This design comes from an exercise in tuning for a short achievable clock period and few clock cycles on the open sky130 flow, not from production work. The RTL was checked by simulation tests, not by an equivalence proof against the original design.

==> inputs of job 9469 <==
// dio_core
module dio_core (
    input             clk,
    input             rst,
    input             cmd_valid,
    output            cmd_ready,
    input      [63:0] cmd_data,
    output            rsp_valid,
    output     [31:0] rsp_result,
    output            rsp_err,
    input      [31:0] pad_in,
    output     [31:0] pad_out,
    output     [31:0] pad_oe,
    output            ie
);
export LEC_CHECK = 0
export ABC_CLOCK_PERIOD_IN_PS = 3000
export CAP_MARGIN = 20
export CORE_MARGIN = 2
export CORE_UTILIZATION = 40
export SETUP_SLACK_MARGIN = 5
export SLEW_MARGIN = 20
create_clock -name core_clock -period 8.0 [get_ports {clk}]
run.sh (not shown) runs the stock make flow with config.mk's settings and CLKGATE_MAP_FILE= SYNTH_SCRIPT=/design/flow/synth_recipe.tcl, a recipe that flattens the netlist after the stock synthesis.
==> job 6343 (differences from job 9469) <==
--- a/flow/design.v
+++ b/flow/design.v
@@ -20,50 +20,52 @@
                      OP_PINWR    = 8'h23, OP_PINTGL   = 8'h24, OP_PINPLS   = 8'h25,
                      OP_SCFG     = 8'h30, OP_SIN      = 8'h31, OP_SOUT     = 8'h32,
                      OP_CCFG     = 8'h40, OP_CWRITE   = 8'h41, OP_CEN      = 8'h42,
                      OP_CDIS     = 8'h43;
     localparam PW = 8;
     reg [31:0] out_r, dir_r;
     reg        ie_r, ill_r, cfgerr_r, operr_r;
     reg        ie_o;
-    reg [7:0]  ph_v, ph_dirn;
+    reg [7:0]  ph_v, ph_dirn, ph_full;
     reg [15:0] ph_port;
     reg [23:0] ph_start;
-    reg [31:0] ph_nb;
+    reg [63:0] ph_mask;
     reg [7:0]  pn_v, pn_out;
     reg [63:0] pn_d;
     reg [7:0]  sh_v, sh_mode, sh_ord;
     reg [47:0] sh_n;
     reg [63:0] sh_dp, sh_cp;
     reg [7:0]  ch_v, ch_ord;
     reg [47:0] ch_n;
     reg [63:0] ch_dp, ch_cp;
     reg [23:0] ch_li, ch_oi;
     reg        rdy_r, rsp_r, err_r, dec_r;
     reg [63:0] cmd;
     reg [31:0] res_r;
     localparam integer P_G1 = 0, P_G2 = 1, P_D = 2, P_C1 = 3, P_C0 = 4, P_L1 = 5, P_L0 = 6, P_W = 7;
     reg [7:0]  ph;                      
     reg        cm_r;                    
+    reg        dc_same;                 
     reg        e_si, e_cw;
     reg [31:0] cMo, cMd;                
     reg        cE, cL;                  
     reg [31:0] nM;                      
     reg        nE, nL;                  
     reg [PW-1:0] dD, dC, dL;            
     reg [31:0] sval, pos;
     reg        lastb, e_ord;
     reg [5:0]  cnt;
     reg        w_ph, w_pn, w_sh, w_ch;
     reg [2:0]  w_u;
     reg        w_dirn, w_out, w_mode, w_ord;
     reg [1:0]  w_port;
     reg [2:0]  w_start;
-    reg [3:0]  w_nb;
+    reg        w_full;
+    reg [7:0]  w_mask;
     reg [5:0]  w_n;
     reg [PW-1:0] w_d0, w_d1;
     reg [2:0]  w_i2, w_i3;
     assign pad_out    = out_r;
     assign pad_oe     = dir_r;
     assign ie         = ie_o;
     assign cmd_ready  = rdy_r;
     assign rsp_valid  = rsp_r;
@@ -71,26 +73,41 @@
     assign rsp_err    = err_r;
     wire [31:0] padv = (out_r & dir_r) | (pad_in & ~dir_r);
     function [31:0] onehot(input [4:0] k);
         onehot = 32'd1 << k;
     endfunction
     function [31:0] pmask(input [PW-1:0] d);
         pmask = d[7] ? 32'd0 : (32'd1 << d[4:0]);
     endfunction
+    function [2:0] sel3(input [23:0] v, input [2:0] i);
+        integer j;
+        begin
+            sel3 = 3'd0;
+            for (j = 0; j < 8; j = j + 1)
+                sel3 = sel3 | ({3{i == j}} & v[j*3 +: 3]);
+        end
+    endfunction
+    function [5:0] sel6(input [47:0] v, input [2:0] i);
+        integer j;
+        begin
+            sel6 = 6'd0;
+            for (j = 0; j < 8; j = j + 1)
+                sel6 = sel6 | ({6{i == j}} & v[j*6 +: 6]);
+        end
+    endfunction
     wire [7:0]  i_opc  = cmd_data[63:56];
     wire [7:0]  i_unit = cmd_data[55:48];
     wire [15:0] i_aux  = cmd_data[47:32];
     wire [31:0] i_data = cmd_data[31:0];
     wire [2:0]  in_u = i_unit[2:0];
     wire [2:0]  in_a = i_aux[2:0];
     wire [2:0]  in_b = i_aux[10:8];
     wire [2:0]  in_c = i_data[2:0];
     wire        i_uok = (i_unit < 8'd8);
-    wire        in_cw = (i_opc == OP_CWRITE);
     reg i_legal;
     always @(*) begin
         case (i_opc)
             OP_NOP, OP_STATRD, OP_IESET, OP_IECLR: i_legal = (cmd_data[55:0] == 56'd0);
             OP_REGRD:  i_legal = (cmd_data[55:42] == 14'd0) && (i_data == 32'd0);
             OP_REGWR:  i_legal = (cmd_data[55:42] == 14'd0);
             OP_PBIND:  i_legal = (i_aux[15:9] == 7'd0) && (i_data[31:14] == 18'd0) && (i_data[7:6] == 2'd0);
             OP_PENOUT, OP_PENIN, OP_PREAD, OP_PINRD, OP_PINTGL, OP_SIN, OP_CEN, OP_CDIS:
@@ -159,55 +176,64 @@
             default: i_run = 1'b0;
         endcase
     end
     reg           u_pn_out;
     reg [PW-1:0]  u_pn_d;
     reg           u_ph_dirn;
     reg [1:0]     u_ph_port;
     reg [2:0]     u_ph_start;
-    reg [3:0]     u_ph_nb;
+    reg           u_ph_full;
+    reg [7:0]     u_ph_mask;
+    reg [31:0]    u_ph_pm;
     reg [PW-1:0]  c_pn_d;
     reg [PW-1:0]  a_pn_d, b_pn_d;
     reg           a_sh_ord;
     reg [5:0]     a_sh_n;
     reg [PW-1:0]  a_sh_dp, a_sh_cp;
-    reg [PW-1:0]  s_dp, s_cp, u_ch_lp, u_ch_op;
-    reg [5:0]     s_n;
-    reg           s_ord;
-    reg [31:0]    s_pos;
-    wire [5:0]    in_n   = in_cw ? ch_n[in_u*6 +: 6] : sh_n[in_u*6 +: 6];
-    wire          in_ord = in_cw ? ch_ord[in_u] : sh_ord[in_u];
+    reg [PW-1:0]  u_ch_lp, u_ch_op;
+    reg [PW-1:0]  us_dp, us_cp, uc_dp, uc_cp;
+    reg [5:0]     us_n, uc_n;
+    reg           us_ord, uc_ord;
+    reg [31:0]    us_pos, uc_pos;
     wire [255:0]  sh_pos_all, ch_pos_all;
     genvar k;
     generate
         for (k = 0; k < 8; k = k + 1) begin : slot
             wire [4:0] sn1 = sh_n[k*6 +: 5] - 5'd1;
             wire [4:0] cn1 = ch_n[k*6 +: 5] - 5'd1;
             assign sh_pos_all[k*32 +: 32] = sh_ord[k] ? onehot(sn1) : 32'd1;
             assign ch_pos_all[k*32 +: 32] = ch_ord[k] ? onehot(cn1) : 32'd1;
         end
     endgenerate
-    wire [2:0]    in_li  = ch_li[in_u*3 +: 3];
-    wire [2:0]    in_oi  = ch_oi[in_u*3 +: 3];
+    wire [2:0]    in_li  = sel3(ch_li, in_u);
+    wire [2:0]    in_oi  = sel3(ch_oi, in_u);
+    wire [255:0]  ph_pm_all;
+    generate
+        for (k = 0; k < 8; k = k + 1) begin : pslot
+            assign ph_pm_all[k*32 +: 32] = {24'd0, ph_mask[k*8 +: 8]} << {ph_port[k*2 +: 2], 3'd0};
+        end
+    endgenerate
     wire [15:0] aux  = cmd[47:32];
     wire [31:0] data = cmd[31:0];
     wire [2:0]  u    = cmd[50:48];
     wire [1:0]  reg_sel = aux[9:8];
     wire        pin_nopin = (aux == 16'hFFFF);
     wire [31:0]   u_pn_m  = pmask(u_pn_d);
     wire          u_pn_rd = ~u_pn_d[7] & (u_pn_out ? ((|(out_r & u_pn_m)) ^ u_pn_d[6]) : (|(padv & u_pn_m)));
-    wire          u_ph_full = (u_ph_nb == 4'd8);
-    wire [7:0]    u_ph_mask = ((8'd1 << u_ph_nb) - 8'd1) << u_ph_start;
-    wire [31:0]   u_ph_pm = {24'd0, u_ph_mask} << {u_ph_port, 3'd0};
     wire [31:0]   u_ph_src = (u_ph_dirn ? out_r : padv) >> {u_ph_port, 3'd0};
     wire [7:0]    u_ph_rd = (u_ph_src[7:0] & u_ph_mask) >> u_ph_start;
     wire [7:0]    u_ph_w8 = data[7:0] << u_ph_start;
     wire [31:0]   u_ph_wv = {4{u_ph_w8}};
     wire [31:0]   c_pn_m  = pmask(c_pn_d);
+    wire [PW-1:0] s_dp    = o_cwrite ? uc_dp : us_dp;
+    wire [PW-1:0] s_cp    = o_cwrite ? uc_cp : us_cp;
+    wire [5:0]    s_n     = o_cwrite ? uc_n : us_n;
+    wire          s_ord   = o_cwrite ? uc_ord : us_ord;
+    wire [31:0]   s_pos   = o_cwrite ? uc_pos : us_pos;
     wire [31:0]   s_dm    = pmask(s_dp);
     wire [31:0]   s_cm    = pmask(s_cp);
     wire          s_b0    = |(data & s_pos);
     wire [31:0]   u_ch_om = pmask(u_ch_op);
     wire [7:0]  bind_mask = ((8'd1 << data[13:8]) - 8'd1) << data[2:0];
     wire [31:0] bind_pm   = {24'd0, bind_mask} << {aux[1:0], 3'd0};
     wire [PW-1:0] bind_d  = {pin_nopin, o_bindout && data[2], o_bindout && data[1], aux[9:8], aux[2:0]};
     wire [31:0] bind_m    = pin_nopin ? 32'd0 : onehot({aux[9:8], aux[2:0]});
@@ -258,51 +284,54 @@
     wire [31:0] mD  = pmask(dD);
     wire [31:0] mC  = pmask(dC);
     wire [31:0] mL  = pmask(dL);
     wire        iD = dD[6], yD = dD[5], iC = dC[6], yC = dC[5], iL = dL[6], yL = dL[5];
     wire [31:0] cV  = {32{cE}};
     wire [31:0] nV  = {32{nE}};
     wire        c_chg = |(((out_r ^ cV) & cMo) | ((dir_r ^ cV) & cMd));
     wire        n_chg = |((out_r ^ nV) & nM);
-    wire        merge = cm_r & ~c_chg;
+    wire        merge = cm_r;
     wire [31:0] out_c = (out_r & ~cMo) | (cV & cMo);
     wire [31:0] dir_c = (dir_r & ~cMd) | (cV & cMd);
     wire [31:0] out_e = (out_c & ~({32{merge}} & nM)) | ({32{merge}} & nM & nV);
     wire        a_chg  = merge ? n_chg : c_chg;
     wire        a_lock = merge ? nL : cL;
     wire        samp   = |(mD & padv);
     wire        a_end  = ph[P_G2] | ph[P_L0] | (ph[P_C0] & lastb & ~e_cw);
     wire [31:0] pos_nx = e_ord ? (pos >> 1) : (pos << 1);
     wire        d_nx   = |(sval & pos_nx);
     wire        nx_C  = ph[P_D] | ph[P_C1] | (ph[P_C0] & ~lastb & e_si);
     wire        nx_D  = ph[P_C0] & ~lastb & ~e_si;
     wire        nx_L  = (ph[P_C0] & lastb & e_cw) | ph[P_L1];
     wire        to_C1 = (ph[P_D] & ~merge) | (ph[P_C0] & ~lastb & e_si);
     wire        to_C0 = ph[P_C1] | (ph[P_D] & merge);
     wire        to_L1 = ph[P_C0] & lastb & e_cw;
     wire        to_L0 = ph[P_L1];
+    integer j;
     always @(posedge clk) begin
         rsp_r <= 1'b0;
         w_ph <= 1'b0; w_pn <= 1'b0; w_sh <= 1'b0; w_ch <= 1'b0;
-        if (w_ph) begin
-            ph_v[w_u] <= 1'b1; ph_dirn[w_u] <= w_dirn; ph_nb[w_u*4 +: 4] <= w_nb;
-            ph_port[w_u*2 +: 2] <= w_port; ph_start[w_u*3 +: 3] <= w_start;
-        end
-        if (w_pn) begin
-            pn_v[w_u] <= 1'b1; pn_out[w_u] <= w_out; pn_d[w_u*PW +: PW] <= w_d0;
-        end
-        if (w_sh) begin
-            sh_v[w_u] <= 1'b1; sh_mode[w_u] <= w_mode; sh_ord[w_u] <= w_ord; sh_n[w_u*6 +: 6] <= w_n;
-            sh_dp[w_u*PW +: PW] <= w_d0; sh_cp[w_u*PW +: PW] <= w_d1;
-        end
-        if (w_ch) begin
-            ch_v[w_u] <= 1'b1; ch_ord[w_u] <= w_ord; ch_n[w_u*6 +: 6] <= w_n;
-            ch_dp[w_u*PW +: PW] <= w_d0; ch_cp[w_u*PW +: PW] <= w_d1;
-            ch_li[w_u*3 +: 3] <= w_i2; ch_oi[w_u*3 +: 3] <= w_i3;
+        for (j = 0; j < 8; j = j + 1) begin
+            if (w_ph && w_u == j) begin
+                ph_v[j] <= 1'b1; ph_dirn[j] <= w_dirn; ph_full[j] <= w_full;
+                ph_port[j*2 +: 2] <= w_port; ph_start[j*3 +: 3] <= w_start; ph_mask[j*8 +: 8] <= w_mask;
+            end
+            if (w_pn && w_u == j) begin
+                pn_v[j] <= 1'b1; pn_out[j] <= w_out; pn_d[j*PW +: PW] <= w_d0;
+            end
+            if (w_sh && w_u == j) begin
+                sh_v[j] <= 1'b1; sh_mode[j] <= w_mode; sh_ord[j] <= w_ord; sh_n[j*6 +: 6] <= w_n;
+                sh_dp[j*PW +: PW] <= w_d0; sh_cp[j*PW +: PW] <= w_d1;
+            end
+            if (w_ch && w_u == j) begin
+                ch_v[j] <= 1'b1; ch_ord[j] <= w_ord; ch_n[j*6 +: 6] <= w_n;
+                ch_dp[j*PW +: PW] <= w_d0; ch_cp[j*PW +: PW] <= w_d1;
+                ch_li[j*3 +: 3] <= w_i2; ch_oi[j*3 +: 3] <= w_i3;
+            end
         end
         cmd  <= cmd_data;
         legal_r <= i_legal;
         ok_r    <= i_legal && i_chk;
         cfg_r   <= i_cfg;
         run_r   <= i_run;
         two_r   <= i_two;
         ph2_r   <= i_ph2;
@@ -314,28 +343,29 @@
         o_bindin <= (i_opc == OP_BINDIN); o_bindout <= (i_opc == OP_BINDOUT);
         o_pinrd  <= (i_opc == OP_PINRD);  o_pinwr  <= (i_opc == OP_PINWR);
         o_pintgl <= (i_opc == OP_PINTGL); o_pinpls <= (i_opc == OP_PINPLS);
         o_scfg   <= (i_opc == OP_SCFG);   o_sin    <= (i_opc == OP_SIN);
         o_sout   <= (i_opc == OP_SOUT);   o_ccfg   <= (i_opc == OP_CCFG);
         o_cwrite <= (i_opc == OP_CWRITE); o_cen    <= (i_opc == OP_CEN);
         o_cdis   <= (i_opc == OP_CDIS);
         u_pn_out <= pn_out[in_u]; u_pn_d <= pn_d[in_u*PW +: PW];
-        u_ph_dirn <= ph_dirn[in_u]; u_ph_nb <= ph_nb[in_u*4 +: 4];
-        u_ph_port <= ph_port[in_u*2 +: 2]; u_ph_start <= ph_start[in_u*3 +: 3];
+        u_ph_dirn <= ph_dirn[in_u]; u_ph_full <= ph_full[in_u];
+        u_ph_mask <= ph_mask[in_u*8 +: 8]; u_ph_pm <= ph_pm_all[in_u*32 +: 32];
+        u_ph_port <= ph_port[in_u*2 +: 2]; u_ph_start <= sel3(ph_start, in_u);
         a_pn_d <= pn_d[in_a*PW +: PW];
         b_pn_d <= pn_d[in_b*PW +: PW];
         c_pn_d <= pn_d[in_c*PW +: PW];
-        a_sh_ord <= sh_ord[in_a]; a_sh_n <= sh_n[in_a*6 +: 6];
+        a_sh_ord <= sh_ord[in_a]; a_sh_n <= sel6(sh_n, in_a);
         a_sh_dp <= sh_dp[in_a*PW +: PW]; a_sh_cp <= sh_cp[in_a*PW +: PW];
-        s_dp  <= in_cw ? ch_dp[in_u*PW +: PW] : sh_dp[in_u*PW +: PW];
-        s_cp  <= in_cw ? ch_cp[in_u*PW +: PW] : sh_cp[in_u*PW +: PW];
-        s_n   <= in_n;
-        s_ord <= in_ord;
-        s_pos <= in_cw ? ch_pos_all[in_u*32 +: 32] : sh_pos_all[in_u*32 +: 32];
+        us_dp <= sh_dp[in_u*PW +: PW]; uc_dp <= ch_dp[in_u*PW +: PW];
+        us_cp <= sh_cp[in_u*PW +: PW]; uc_cp <= ch_cp[in_u*PW +: PW];
+        us_n  <= sel6(sh_n, in_u);     uc_n  <= sel6(ch_n, in_u);
+        us_ord <= sh_ord[in_u];        uc_ord <= ch_ord[in_u];
+        us_pos <= sh_pos_all[in_u*32 +: 32]; uc_pos <= ch_pos_all[in_u*32 +: 32];
         u_ch_lp <= pn_d[in_li*PW +: PW]; u_ch_op <= pn_d[in_oi*PW +: PW];
         ph   <= 8'd0;
         cm_r <= 1'b0;
         cMo  <= 32'd0;
         cMd  <= 32'd0;
         cE   <= 1'b0;
         cL   <= 1'b0;
         if (dec_r) begin
@@ -368,19 +398,20 @@
         end else if (dec_r) begin
             dec_r <= 1'b0;
             ie_o  <= (b_run & f_cL) ? 1'b0 : ie_r;
             e_si <= o_sin; e_cw <= o_cwrite;
             dD <= s_dp; dC <= s_cp; dL <= u_ch_lp;
             sval <= data; pos <= s_pos; e_ord <= s_ord;
             cnt <= s_n; lastb <= (s_n == 6'd1);
             cE   <= f_c2E;
+            dc_same <= (s_dp[4:0] == s_cp[4:0]) & ~s_dp[7] & ~s_cp[7];
             cL   <= f_c2L;
             nM   <= s_cm; nE <= ~s_cp[6]; nL <= s_cp[5];
-            w_u <= u; w_dirn <= aux[8]; w_nb <= data[11:8];
+            w_u <= u; w_dirn <= aux[8]; w_full <= (data[13:8] == 6'd8); w_mask <= bind_mask;
             w_port <= aux[1:0]; w_start <= data[2:0];
             w_out <= o_bindout; w_mode <= data[9];
             w_ord <= o_ccfg ? a_sh_ord : data[8];
             w_n   <= o_ccfg ? a_sh_n : data[5:0];
             w_d0  <= o_ccfg ? a_sh_dp : o_scfg ? a_pn_d : bind_d;
             w_d1  <= o_ccfg ? a_sh_cp : b_pn_d;
             w_i2  <= aux[10:8];
             w_i3  <= data[2:0];
@@ -418,17 +449,17 @@
         end else begin
             ie_o <= (a_chg & a_lock) ? 1'b0 : ie_r;
             if (ph[P_C0]) begin
                 if (e_si && samp) res_r <= res_r | pos;
                 pos   <= pos_nx;
                 cnt   <= cnt - 6'd1;
                 lastb <= (cnt == 6'd2);
             end
-            cm_r <= nx_D;
+            cm_r <= nx_D & (dD[7] | ~((dc_same ? iC : |(out_r & mD)) ^ (d_nx ^ iD)));
             cMo  <= ({32{nx_C}} & mC) | ({32{nx_D}} & mD) | ({32{nx_L}} & mL);
             cL   <= (nx_C & yC) | (nx_D & yD) | (nx_L & yL);
             cE   <= (to_C1 & ~iC) | (to_C0 & iC) | (nx_D & (d_nx ^ iD)) | (to_L1 & ~iL) | (to_L0 & iL);
             if (a_end) begin
                 cm_r <= 1'b0;
                 cMo  <= 32'd0;
                 if (a_chg && a_lock && ie_r) begin
                     ph[P_W] <= 1'b1;
==> flow_summary.json <==
{
  "synth_commonest_cells": "edfxtp_1 (822), nor2_1 (497), dfxtp_1 (492)",
  "grtUsageMet1": 0.456,
  "synth.area.mux_share": 0.139,
  "synth.top_cell.area_share": 0.357,
  "status": "complete, no violations"
}
(the above is from job 6343)
==> flow_summary.json <==
{
  "status": "complete, no violations",
  "antennaDiodeCount": 10,
  "avgViaCountPerCell": 7.15,
  "nNonClkInverters": 100,
  "seq_power_mw": 6.64,
  "synth.top_cell.area_share": 0.329,
  "synth.area.mux_share": 0.129,
  "start_util": 0.401
}
(the above is from job 9469)
Testbench counts of job 9469, summed over its fixed seeds: cycles 32,757.
Testbench counts of job 6343, summed over its fixed seeds: cycles 32,757.

afterwards: timing with drivers on the ports:
In the flow no input, the clock included, has a driving cell. The finished layouts below were timed again as built, in two steps. Step 1 (the two cells are an assumption about what drives the block):
set clk [get_ports {clk}]
set_driving_cell -lib_cell sky130_fd_sc_hd__clkbuf_16 $clk
set_driving_cell -lib_cell sky130_fd_sc_hd__buf_2 [delete_from_list [all_inputs] $clk]
Step 2, shift: input delay + t, output delay - t, t = (earliest + latest rising clock arrival at the registers) / 2. This alone moves slack from input paths to output paths. Three values: ideal, step 1, step 2; two values: the first two.
| run | shift t [ns] | setup slack, ns | worst slew at a driven data input, ns |
|---|---|---|---|
| job 9469 | 0.907 | 4.635 / 4.635 / 3.890 | 0.34 |
| job 6343 | 0.881 | 4.464 / 4.464 / 3.996 | 0.27 |
After both steps every run listed still meets setup and hold. The setup slack of job 9469, which loses most, moves by 0.000 ns with the drivers and by -0.745 ns with both steps.
